Background: an optimization exercise with open tools, aiming at small area, a short achievable clock period and few clock cycles per item. Do not read the settings as production practice. In this exercise RTL edits were held to simulation tests only and were not proved equivalent to the original. Power and IR drop assume default switching activity.

==> job 1060 <==
Design scope_index_unit, start of the top module:
module scope_index_unit (
    input  wire        clk,
    input  wire        rst,           
    input  wire        start,
    input  wire [2:0]  cfg_scope,
    input  wire [11:0] cfg_width_m1,  
    input  wire        s_valid,
    output wire        s_ready,
    input  wire [31:0] s_data,        
    output reg         m_valid,
    input  wire        m_ready,
    output reg  [2:0]  m_mask,        
    output reg  [21:0] m_addr0,
    output reg  [21:0] m_addr1,
    output reg  [21:0] m_addr2
);
    localparam [2:0] SC_HIST  = 3'd1;
    localparam [2:0] SC_WFL   = 3'd2;
    localparam [2:0] SC_WFP   = 3'd3;
    localparam [2:0] SC_VSA   = 3'd4;
    localparam [2:0] SC_VSB   = 3'd5;
    reg        is_hist, is_wfl, is_wfp, is_vsa, is_vsb;    
    reg [12:0] we;        
    reg        we_cfg;    
    wire is_wf   = is_wfl | is_wfp;
    wire is_vs   = is_vsa | is_vsb;
    always @(posedge clk) begin
        if (rst) begin
            is_hist <= 1'b0;
            is_wfl  <= 1'b0;
            is_wfp  <= 1'b0;
            is_vsa  <= 1'b0;
            is_vsb  <= 1'b0;
  ...
==> flow/config.mk <==
export PLATFORM = sky130hd
export DESIGN_NAME = scope_index_unit
export DESIGN_NICKNAME = scope_index_unit
export VERILOG_FILES = /design/flow/design.v
export SDC_FILE = /design/flow/constraint.sdc
export NUM_CORES = 4
export LEC_CHECK = 0
export CAP_MARGIN = 20
export CORE_MARGIN = 2
export CORE_UTILIZATION = 40
export SLEW_MARGIN = 20
==> flow/constraint.sdc <==
create_clock -name core_clock -period 28.0 [get_ports {clk}]
set_input_delay 5.6000 -clock core_clock [delete_from_list [all_inputs] [get_ports {clk}]]
set_output_delay 5.6000 -clock core_clock [all_outputs]
set_load 0.01 [all_outputs]
standard.sh (not shown) runs the stock make flow with config.mk's settings and CLKGATE_MAP_FILE= SYNTH_SCRIPT=/design/flow/synth_recipe.tcl, a recipe that flattens the netlist after the stock synthesis.
==> flow/flow/run.sh <==
#!/bin/bash
# Own layout flow: the standard synthesis, then a netlist pass that re-assigns the
# polarity of the full-adder cells (and of gates that have a complemented twin) so that
# fewer inverters are needed (flow/polarity.py; registers and their names are untouched),
# then the standard layout, with the port buffers made of buf_4 cells and the delay
# cells (clkdlybuf4s*, dlygate*, dlymetal*) kept out of the layout's buffering.
# Each tool's output goes to a log file in this folder.
set -euo pipefail
R=$PWD/orfs/results/$FLOW_PLATFORM/scope_index_unit/base
LIB=$FLOW_HOME/platforms/$FLOW_PLATFORM/lib/sky130_fd_sc_hd__tt_025C_1v80.lib
bash standard.sh "$R/1_2_yosys.v" > synth.log 2>&1
cp "$R/1_2_yosys.v" "$R/1_2_yosys_standard.v"
python3 flow/polarity.py "$LIB" "$R/1_2_yosys_standard.v" "$R/1_2_yosys.v" > polarity.log 2>&1
DONT_USE="sky130_fd_sc_hd__probe_p_8 sky130_fd_sc_hd__probec_p_8 sky130_fd_sc_hd__lpflow_bleeder_1 sky130_fd_sc_hd__lpflow_clkbufkapwr_1 sky130_fd_sc_hd__lpflow_clkbufkapwr_16 sky130_fd_sc_hd__lpflow_clkbufkapwr_2 sky130_fd_sc_hd__lpflow_clkbufkapwr_4 sky130_fd_sc_hd__lpflow_clkbufkapwr_8 sky130_fd_sc_hd__lpflow_clkinvkapwr_1 sky130_fd_sc_hd__lpflow_clkinvkapwr_16 sky130_fd_sc_hd__lpflow_clkinvkapwr_2 sky130_fd_sc_hd__lpflow_clkinvkapwr_4 sky130_fd_sc_hd__lpflow_clkinvkapwr_8 sky130_fd_sc_hd__lpflow_decapkapwr_12 sky130_fd_sc_hd__lpflow_decapkapwr_3 sky130_fd_sc_hd__lpflow_decapkapwr_4 sky130_fd_sc_hd__lpflow_decapkapwr_6 sky130_fd_sc_hd__lpflow_decapkapwr_8 sky130_fd_sc_hd__lpflow_inputiso0n_1 sky130_fd_sc_hd__lpflow_inputiso0p_1 sky130_fd_sc_hd__lpflow_inputiso1n_1 sky130_fd_sc_hd__lpflow_inputiso1p_1 sky130_fd_sc_hd__lpflow_inputisolatch_1 sky130_fd_sc_hd__lpflow_isobufsrc_1 sky130_fd_sc_hd__lpflow_isobufsrc_16 sky130_fd_sc_hd__lpflow_isobufsrc_2 sky130_fd_sc_hd__lpflow_isobufsrc_4 sky130_fd_sc_hd__lpflow_isobufsrc_8 sky130_fd_sc_hd__lpflow_isobufsrckapwr_16 sky130_fd_sc_hd__lpflow_lsbuf_lh_hl_isowell_tap_1 sky130_fd_sc_hd__lpflow_lsbuf_lh_hl_isowell_tap_2 sky130_fd_sc_hd__lpflow_lsbuf_lh_hl_isowell_tap_4 sky130_fd_sc_hd__lpflow_lsbuf_lh_isowell_4 sky130_fd_sc_hd__lpflow_lsbuf_lh_isowell_tap_1 sky130_fd_sc_hd__lpflow_lsbuf_lh_isowell_tap_2 sky130_fd_sc_hd__lpflow_lsbuf_lh_isowell_tap_4  sky130_fd_sc_hd__clkdlybuf4s15_1 sky130_fd_sc_hd__clkdlybuf4s15_2 sky130_fd_sc_hd__clkdlybuf4s18_1 sky130_fd_sc_hd__clkdlybuf4s18_2 sky130_fd_sc_hd__clkdlybuf4s25_1 sky130_fd_sc_hd__clkdlybuf4s25_2 sky130_fd_sc_hd__clkdlybuf4s50_1 sky130_fd_sc_hd__clkdlybuf4s50_2 sky130_fd_sc_hd__dlygate4sd1_1 sky130_fd_sc_hd__dlygate4sd2_1 sky130_fd_sc_hd__dlygate4sd3_1 sky130_fd_sc_hd__dlymetal6s2s_1 sky130_fd_sc_hd__dlymetal6s4s_1 sky130_fd_sc_hd__dlymetal6s6s_1"
bash standard.sh "BUFFER_PORTS_ARGS=-buffer_cell sky130_fd_sc_hd__buf_4" "DONT_USE_CELLS=$DONT_USE" finish > layout.log 2>&1
Other scripts of this flow, unchanged in this note and not shown: flow/flow/polarity.py
==> job 2017 (differences from job 1060) <==
Settings changed: CAP_MARGIN 20 to 80, SLEW_MARGIN 20 to 80.
==> qor summary <==
Levels on crit path: job 1060 24; job 2017 27
Worst Path Required: job 1060 28.31 ns; job 2017 28.30 ns
Comb pwr share: job 1060 0.510; job 2017 0.569
Via count of the first global-routing pass: job 1060 19860; job 2017 20630
ClkCell Share: job 1060 0.03096; job 2017 0.02940
HPWL after detailed placement: job 1060 54.63 mm; job 2017 58.89 mm
Power consumed by combinational cells: job 1060 866 uW; job 2017 1.01 mW
Largest stage delay on the critical path: job 1060 0.79 ns; job 2017 0.58 ns
Run status: job 1060 no timing/DRC/antenna violations; job 2017 no timing/DRC/antenna violations
Final worst-path cycle share: job 1060 0.2781; job 2017 0.2469
DR WL met3: job 1060 4.462 mm; job 2017 4.827 mm
Overall power: job 1060 1.698 mW; job 2017 1.775 mW
Final core area utilization: job 1060 0.4452; job 2017 0.4743
Global-route track usage on met3: job 1060 0.03327; job 2017 0.04072
Clock power frac: job 1060 0.199; job 2017 0.192
Footprint of the multi-input gates: job 1060 18150 um^2; job 2017 18720 um^2
Non-filler cells, final: job 1060 3389; job 2017 3557
Number of vias after detailed routing: job 1060 18580; job 2017 19270
Power Density: job 1060 61.69 nW/um^2; job 2017 60.55 nW/um^2
Share of final layout cell area taken by non-clock buffers: job 1060 0.03509; job 2017 0.07194
Cell total after placement: job 1060 3339; job 2017 3500
Source-to-sink clock delay at the later pin of the worst-skew pair: job 1060 0.58 ns; job 2017 0.57 ns
Testbench counts of job 1060, summed over its fixed seeds: cycles 24,400, items 24,000.
Testbench counts of job 2017, summed over its fixed seeds: cycles 24,400, items 24,000.

## re-timing with driven ports
In the flow no input, the clock included, has a driving cell. The finished layouts below were timed again as built, in two steps. Step 1, drivers: a clkbuf_16 drives clk and a buf_2 each remaining input, both assumed. Step 2 also shifts input and output timing later by t, the mid clock arrival at the registers, as if the neighbouring blocks saw the same clock. a / b / c = ideal ports / drivers / drivers and shift; a / b = the first two.
run	t, ns	slack for setup (ns)	pins driven straight from the clock port
job 1060	0.631	20.213 / 20.213 / 20.213	1
job 2017	0.619	21.086 / 21.086 / 20.763	1
After both steps every run listed still meets setup and hold. The setup slack of job 2017, which loses most, moves by 0.000 ns with the drivers and by -0.323 ns with both steps.
